From an optimization exercise on the open Yosys and OpenROAD flow, aimed at small area; shortcuts taken in it are not production practice.
In this exercise RTL edits were held to simulation tests only and were not proved equivalent to the original.

Design n2t_timing_engine, start of the top module:
module n2t_timing_engine (
    input  wire        clk,
    input  wire        rst,
    input  wire [63:0] tick,
    input  wire [1:0]  btn_in,
    input  wire        in_data,
    input  wire        cmd_valid,
    input  wire [31:0] cmd,
    output wire [1:0]  clk_out,
    output wire [3:0]  out_data,
    output wire [3:0]  out_enable,
    output wire        in_load,
    output wire        in_shift,
    output wire        in_clock,
    output wire [1:0]  btn_state,
    output wire [1:0]  btn_changed,
    output wire [1:0]  clk_mode,
    output wire [15:0] clk_freq0,
    output wire [15:0] clk_freq1,
    output wire [3:0]  out_reversed,
    output wire [15:0] in_word,
    output wire [15:0] in_word_mirrored,
    output wire        in_changed,
    output wire [7:0]  cur_prog,
    output wire [1:0]  seq_mode,
    output reg         cmd_ok
);
Size: ~200 I/O pins, roughly 46,000 µm² of cells after synthesis.
==> module n2t_button, before the edit <==
module n2t_button #(
    parameter [63:0] INTERVAL = 64'd200
) (
    input  wire        clk,
    input  wire        rst,
    input  wire [63:0] now,
    input  wire [1:0]  pin,
    output reg  [1:0]  state,
    output reg  [1:0]  changed,
    output reg  [1:0]  state_n,
    output reg  [1:0]  changed_n
);
    reg [1:0]  last;
    reg [2:0]  run0, run1;
    reg [63:0] next_tick;
    wire        sample;
    wire [63:0] next_tick_inc;
    wire        co_unused;
    n2t_gt  #(.W(64))          u_gt  (.a(now), .b(next_tick), .gt(sample));
    n2t_add #(.W(64), .WB(8))  u_add (.a(next_tick), .b(INTERVAL[7:0]),
                                      .s(next_tick_inc), .co(co_unused));
    wire [1:0] full = {run1 == 3'd7, run0 == 3'd7};
    wire [1:0] same = ~(pin ^ last);
    always @* begin
        state_n   = state;
        changed_n = 2'b00;
        if (sample) begin
            if (same[0] && full[0] && pin[0] != state[0]) begin
                state_n[0] = pin[0]; changed_n[0] = 1'b1;
            end
            if (same[1] && full[1] && pin[1] != state[1]) begin
                state_n[1] = pin[1]; changed_n[1] = 1'b1;
            end
        end
    end
    always @(posedge clk) begin
        if (rst) begin
            last      <= 2'b00;
            run0      <= 3'd7;
            run1      <= 3'd7;
            state     <= 2'b00;
            changed   <= 2'b00;
            next_tick <= now;
        end else begin
            if (sample) begin
                last      <= pin;
                run0      <= !same[0] ? 3'd1 : full[0] ? 3'd7 : run0 + 3'd1;
                run1      <= !same[1] ? 3'd1 : full[1] ? 3'd7 : run1 + 3'd1;
                next_tick <= next_tick_inc;
            end
            state   <= state_n;
            changed <= changed_n;
        end
    end
endmodule
==> module n2t_out_channel, before the edit <==
module n2t_out_channel (
    input  wire        clk,
    input  wire        rst,
    input  wire [4:0]  dsat,         
    input  wire        wrap,         
    input  wire        cmd_set,      
    input  wire        cmd_rev,      
    input  wire [15:0] cmd_value,
    output reg         data_pin,
    output reg         enable_pin,
    output reg         reverse
);
    localparam [1:0] ST_IDLE = 2'd0, ST_PAUSE = 2'd1, ST_DATASET = 2'd2, ST_ENABLESET = 2'd3;
    reg [1:0]  st;
    reg [15:0] data;
    reg [4:0]  slot_n;    
    reg [4:0]  wait_n;    
    wire [3:0] slot = slot_n[4] ? 4'd15 : slot_n[3:0];
    wire [3:0] k    = slot ^ {4{reverse}};
    wire       due  = dsat >= wait_n;
    always @(posedge clk) begin
        if (rst) begin
            st         <= ST_IDLE;
            data       <= 16'h0000;
            slot_n     <= 5'd0;
            reverse    <= 1'b0;
            data_pin   <= 1'b0;
            enable_pin <= 1'b0;
        end else if (cmd_set || cmd_rev) begin
            if (cmd_set) data <= cmd_value;
            if (cmd_rev) reverse <= ~reverse;
            slot_n  <= 5'd0;
            st      <= ST_PAUSE;
            wait_n  <= 5'd1;
        end else if (st != ST_IDLE) begin
            if (!due) begin
                wait_n <= wait_n - dsat;
            end else begin
                wait_n <= wrap ? 5'd0 : 5'd21;
                case (st)
                    ST_PAUSE: begin
                        data_pin <= data[k];
                        if (!slot_n[4]) slot_n <= slot_n + 5'd1;
                        st <= ST_DATASET;
                    end
                    ST_DATASET: begin
                        enable_pin <= 1'b1;
                        st <= ST_ENABLESET;
                    end
                    default: begin   
                        enable_pin <= 1'b0;
                        if (slot_n[4] && slot_n[0]) begin
                            st <= ST_IDLE;
                        end else begin
                            if (slot_n[4]) slot_n <= 5'd17;
                            st <= ST_PAUSE;
                        end
                    end
                endcase
            end
        end
    end
endmodule
==> module n2t_in_channel, before the edit <==
module n2t_in_channel (
    input  wire        clk,
    input  wire        rst,
    input  wire [4:0]  dsat,
    input  wire        wrap,         
    input  wire        data_in,
    input  wire        cmd_ack,      
    output reg         load_pin,
    output reg         shift_pin,
    output reg         clock_pin,
    output reg  [15:0] data,
    output wire [15:0] data_mirrored,
    output reg         data_changed
);
    localparam [1:0] ST_IDLE = 2'd0, ST_LOADING = 2'd1, ST_SHIFTOFF = 2'd2, ST_CLOCKON = 2'd3;
    reg [1:0]  st;
    reg [14:0] temp_data;
    reg [3:0]  bit_count;
    reg [3:0]  wait_n;
    wire [15:0] temp_data_n = {temp_data, data_in};
    wire        due = dsat >= {1'b0, wait_n};
    genvar i;
    generate
        for (i = 0; i < 16; i = i + 1) begin : g_mir
            assign data_mirrored[i] = data[15 - i];
        end
    endgenerate
    always @(posedge clk) begin
        if (rst) begin
            st           <= ST_IDLE;
            data         <= 16'h0000;
            temp_data    <= 15'h0000;
            bit_count    <= 4'd0;
            data_changed <= 1'b0;
            wait_n       <= 4'd1;
            load_pin     <= 1'b0;
            shift_pin    <= 1'b0;
            clock_pin    <= 1'b0;
        end else begin
            if (cmd_ack) data_changed <= 1'b0;
            if (!due) begin
                wait_n <= wait_n - dsat[3:0];
            end else begin
                wait_n <= wrap ? 4'd0 : 4'd11;
                case (st)
                    ST_IDLE: begin
                        load_pin  <= 1'b1;
                        shift_pin <= 1'b0;
                        clock_pin <= 1'b0;
                        st        <= ST_LOADING;
                    end
                    ST_LOADING: begin
                        load_pin  <= 1'b0;
                        shift_pin <= 1'b1;
                        st        <= ST_SHIFTOFF;
                    end
                    ST_SHIFTOFF: begin
                        clock_pin <= 1'b0;
                        temp_data <= temp_data_n[14:0];
                        if (bit_count == 4'd15) begin
                            data_changed <= (temp_data_n != data);
                            data         <= temp_data_n;
                            bit_count    <= 4'd0;
                            st           <= ST_IDLE;
                        end else begin
                            bit_count <= bit_count + 4'd1;
                            st        <= ST_CLOCKON;
                        end
                    end
                    default: begin   
                        clock_pin <= 1'b1;
                        st        <= ST_SHIFTOFF;
                    end
                endcase
            end
        end
    end
endmodule
==> flow/config.mk <==
export PLATFORM = sky130hd
export DESIGN_NAME = n2t_timing_engine
export DESIGN_NICKNAME = n2t_timing_engine
export VERILOG_FILES = /design/flow/design.v
export SDC_FILE = /design/flow/constraint.sdc
export NUM_CORES = 4
export LEC_CHECK = 0
export ABC_AREA = 1
export CAP_MARGIN = 20
export CORE_MARGIN = 2
export CORE_UTILIZATION = 40
export SLEW_MARGIN = 20
==> flow/constraint.sdc <==
create_clock -name core_clock -period 70.0 [get_ports {clk}]
set_input_delay 14.0000 -clock core_clock [delete_from_list [all_inputs] [get_ports {clk}]]
set_output_delay 14.0000 -clock core_clock [all_outputs]
set_load 0.01 [all_outputs]
standard.sh (not shown) runs the stock make flow with config.mk's settings and CLKGATE_MAP_FILE= SYNTH_SCRIPT=/design/flow/synth_recipe.tcl, a recipe that flattens the netlist after the stock synthesis.
==> flow/flow/run.sh <==
#!/bin/bash
# Layout flow: the standard flow (standard.sh), with one change to
# synthesis: ORFS's synthesis runs unchanged up to technology mapping, then
# ABC maps the divider (n2t_div, kept as its own module until the final
# flatten) with ORFS's area script and the rest of the design with a
# stronger area-recovery script (flow/area.abc). Registers are mapped by
# dfflibmap before ABC, exactly as in the standard synthesis.
set -euo pipefail
W=$(pwd)
F=$W/flow

# ORFS's synth.tcl with the ABC call split in two
python3 - "$FLOW_HOME/scripts/synth.tcl" "$W/synth_split.tcl" "$F" <<'PY'
import sys
src, dst, f = sys.argv[1:4]
s = open(src).read()
pre = "source $::env(SCRIPTS_DIR)/synth_preamble.tcl"
assert s.count(pre) == 1
s = s.replace(pre, pre + "\n"
    "set div_abc_args  [lreplace $abc_args 1 1 %s/div.abc]\n"
    "set rest_abc_args [lreplace $abc_args 1 1 %s/area.abc]\n" % (f, f))
call = "  log_cmd abc {*}$abc_args\n"
assert s.count(call) == 1
s = s.replace(call, "  log_cmd abc {*}$div_abc_args n2t_div\n"
                    "  log_cmd abc {*}$rest_abc_args n2t_timing_engine\n")
open(dst, "w").write(s)
PY

# The standard flow's synthesis script, sourcing the split copy
sed "s#source \$::env(SCRIPTS_DIR)/synth.tcl#source $W/synth_split.tcl#" synth_recipe.tcl > my_synth.tcl
grep -q "synth_split.tcl" my_synth.tcl

# The standard flow's config, keeping the divider as a module through synthesis
{
    cat config.mk
    echo "export SYNTH_KEEP_MODULES = n2t_div"
    # clock tree: larger sink clusters, no dummy loads
    echo "export CTS_ARGS = -sink_clustering_enable -repair_clock_nets -dont_use_dummy_load -sink_clustering_size 20 -sink_clustering_max_diameter 100"
} > my_config.mk

sed -e "s#DESIGN_CONFIG=[^ ]*#DESIGN_CONFIG=$W/my_config.mk#" \
    -e "s#SYNTH_SCRIPT=[^ ]*#SYNTH_SCRIPT=$W/my_synth.tcl#" standard.sh > my_standard.sh
grep -q "my_synth.tcl" my_standard.sh
grep -q "my_config.mk" my_standard.sh

bash my_standard.sh finish > make_finish.log 2>&1
==> flow/flow/area.abc <==
strash
dc2
dch -f
amap
mfs2
strash
dch -f
amap
==> flow/flow/div.abc <==
strash
dch
map -B 0.9
topo
stime -c
buffer -c
upsize -c
dnsize -c
Then changed:
--- a/flow/design.v
+++ b/flow/design.v
@@ -118,11 +118,11 @@
     reg [63:0] next_tick;
     wire        sample;
     wire [63:0] next_tick_inc;
     wire        co_unused;
     n2t_gt  #(.W(64))          u_gt  (.a(now), .b(next_tick), .gt(sample));
-    n2t_add #(.W(64), .WB(8))  u_add (.a(next_tick), .b(INTERVAL[7:0]),
+    n2t_add #(.W(64), .WB(8))  u_add (.a(next_tick), .b(INTERVAL[7:0] & {8{sample}}),
                                       .s(next_tick_inc), .co(co_unused));
     wire [1:0] full = {run1 == 3'd7, run0 == 3'd7};
     wire [1:0] same = ~(pin ^ last);
     always @* begin
         state_n   = state;
@@ -147,12 +147,12 @@
         end else begin
             if (sample) begin
                 last      <= pin;
                 run0      <= !same[0] ? 3'd1 : full[0] ? 3'd7 : run0 + 3'd1;
                 run1      <= !same[1] ? 3'd1 : full[1] ? 3'd7 : run1 + 3'd1;
-                next_tick <= next_tick_inc;
             end
+            next_tick <= next_tick_inc;
             state   <= state_n;
             changed <= changed_n;
         end
     end
 endmodule
@@ -178,25 +178,20 @@
     wire       due  = dsat >= wait_n;
     always @(posedge clk) begin
         if (rst) begin
             st         <= ST_IDLE;
             data       <= 16'h0000;
-            slot_n     <= 5'd0;
             reverse    <= 1'b0;
             data_pin   <= 1'b0;
             enable_pin <= 1'b0;
         end else if (cmd_set || cmd_rev) begin
             if (cmd_set) data <= cmd_value;
             if (cmd_rev) reverse <= ~reverse;
             slot_n  <= 5'd0;
             st      <= ST_PAUSE;
-            wait_n  <= 5'd1;
         end else if (st != ST_IDLE) begin
-            if (!due) begin
-                wait_n <= wait_n - dsat;
-            end else begin
-                wait_n <= wrap ? 5'd0 : 5'd21;
+            if (due) begin
                 case (st)
                     ST_PAUSE: begin
                         data_pin <= data[k];
                         if (!slot_n[4]) slot_n <= slot_n + 5'd1;
                         st <= ST_DATASET;
@@ -216,10 +211,15 @@
                     end
                 endcase
             end
         end
     end
+    always @(posedge clk) begin
+        if (cmd_set || cmd_rev) wait_n <= 5'd1;
+        else if (!due)          wait_n <= wait_n - dsat;
+        else                    wait_n <= wrap ? 5'd0 : 5'd21;
+    end
 endmodule
 module n2t_in_channel (
     input  wire        clk,
     input  wire        rst,
     input  wire [4:0]  dsat,
@@ -233,11 +233,11 @@
     output wire [15:0] data_mirrored,
     output reg         data_changed
 );
     localparam [1:0] ST_IDLE = 2'd0, ST_LOADING = 2'd1, ST_SHIFTOFF = 2'd2, ST_CLOCKON = 2'd3;
     reg [1:0]  st;
-    reg [14:0] temp_data;
+    reg [14:0] temp_data;    
     reg [3:0]  bit_count;
     reg [3:0]  wait_n;
     wire [15:0] temp_data_n = {temp_data, data_in};
     wire        due = dsat >= {1'b0, wait_n};
     genvar i;
@@ -248,11 +248,10 @@
     endgenerate
     always @(posedge clk) begin
         if (rst) begin
             st           <= ST_IDLE;
             data         <= 16'h0000;
-            temp_data    <= 15'h0000;
             bit_count    <= 4'd0;
             data_changed <= 1'b0;
             wait_n       <= 4'd1;
             load_pin     <= 1'b0;
             shift_pin    <= 1'b0;
What happened: The changed run finished clean; setup slack gains 0.010 ns; hold slack is better by 0.024 ns; area after synthesis fell by a few percent; core utilization stays flat; die area went down by a few percent; wire length shrinks slightly; flip-flop and latch count does not change; non-clock buffer count decreases by 8.

==> re-timing with driven ports <==
How much do the figures lean on ideal ports? The routed layouts below were timed once more, with nothing changed but the port constraints. Step 1 (the two cells are an assumption about what drives the block):
set clk [get_ports {clk}]
set_driving_cell -lib_cell sky130_fd_sc_hd__clkbuf_16 $clk
set_driving_cell -lib_cell sky130_fd_sc_hd__buf_2 [delete_from_list [all_inputs] $clk]
Step 2 adds t to the input delays and takes it off the output delays; t is the mean of the earliest and latest rising clock arrival at the registers after step 1. Input paths then give back, and output paths get back, about the clock's delay inside the block. Three values: ideal, step 1, step 2; two values: the first two.
run | t, ns | slack for setup (ns) | hold WS [ns] | worst register clock-pin slew, ns | pins driven straight from the clock port
the first run | 0.650 | 5.404 / 5.449 / 4.799 | 0.445 / 0.445 / 0.445 | 0.09 / 0.09 | 1
the second run | 0.637 | 5.414 / 5.405 / 4.768 | 0.469 / 0.469 / 0.469 | 0.10 / 0.10 | 1
After both steps setup and hold are still met in every run listed. For the second run, which loses most, drivers alone change the setup slack by -0.009 ns; drivers and shift together by -0.646 ns.
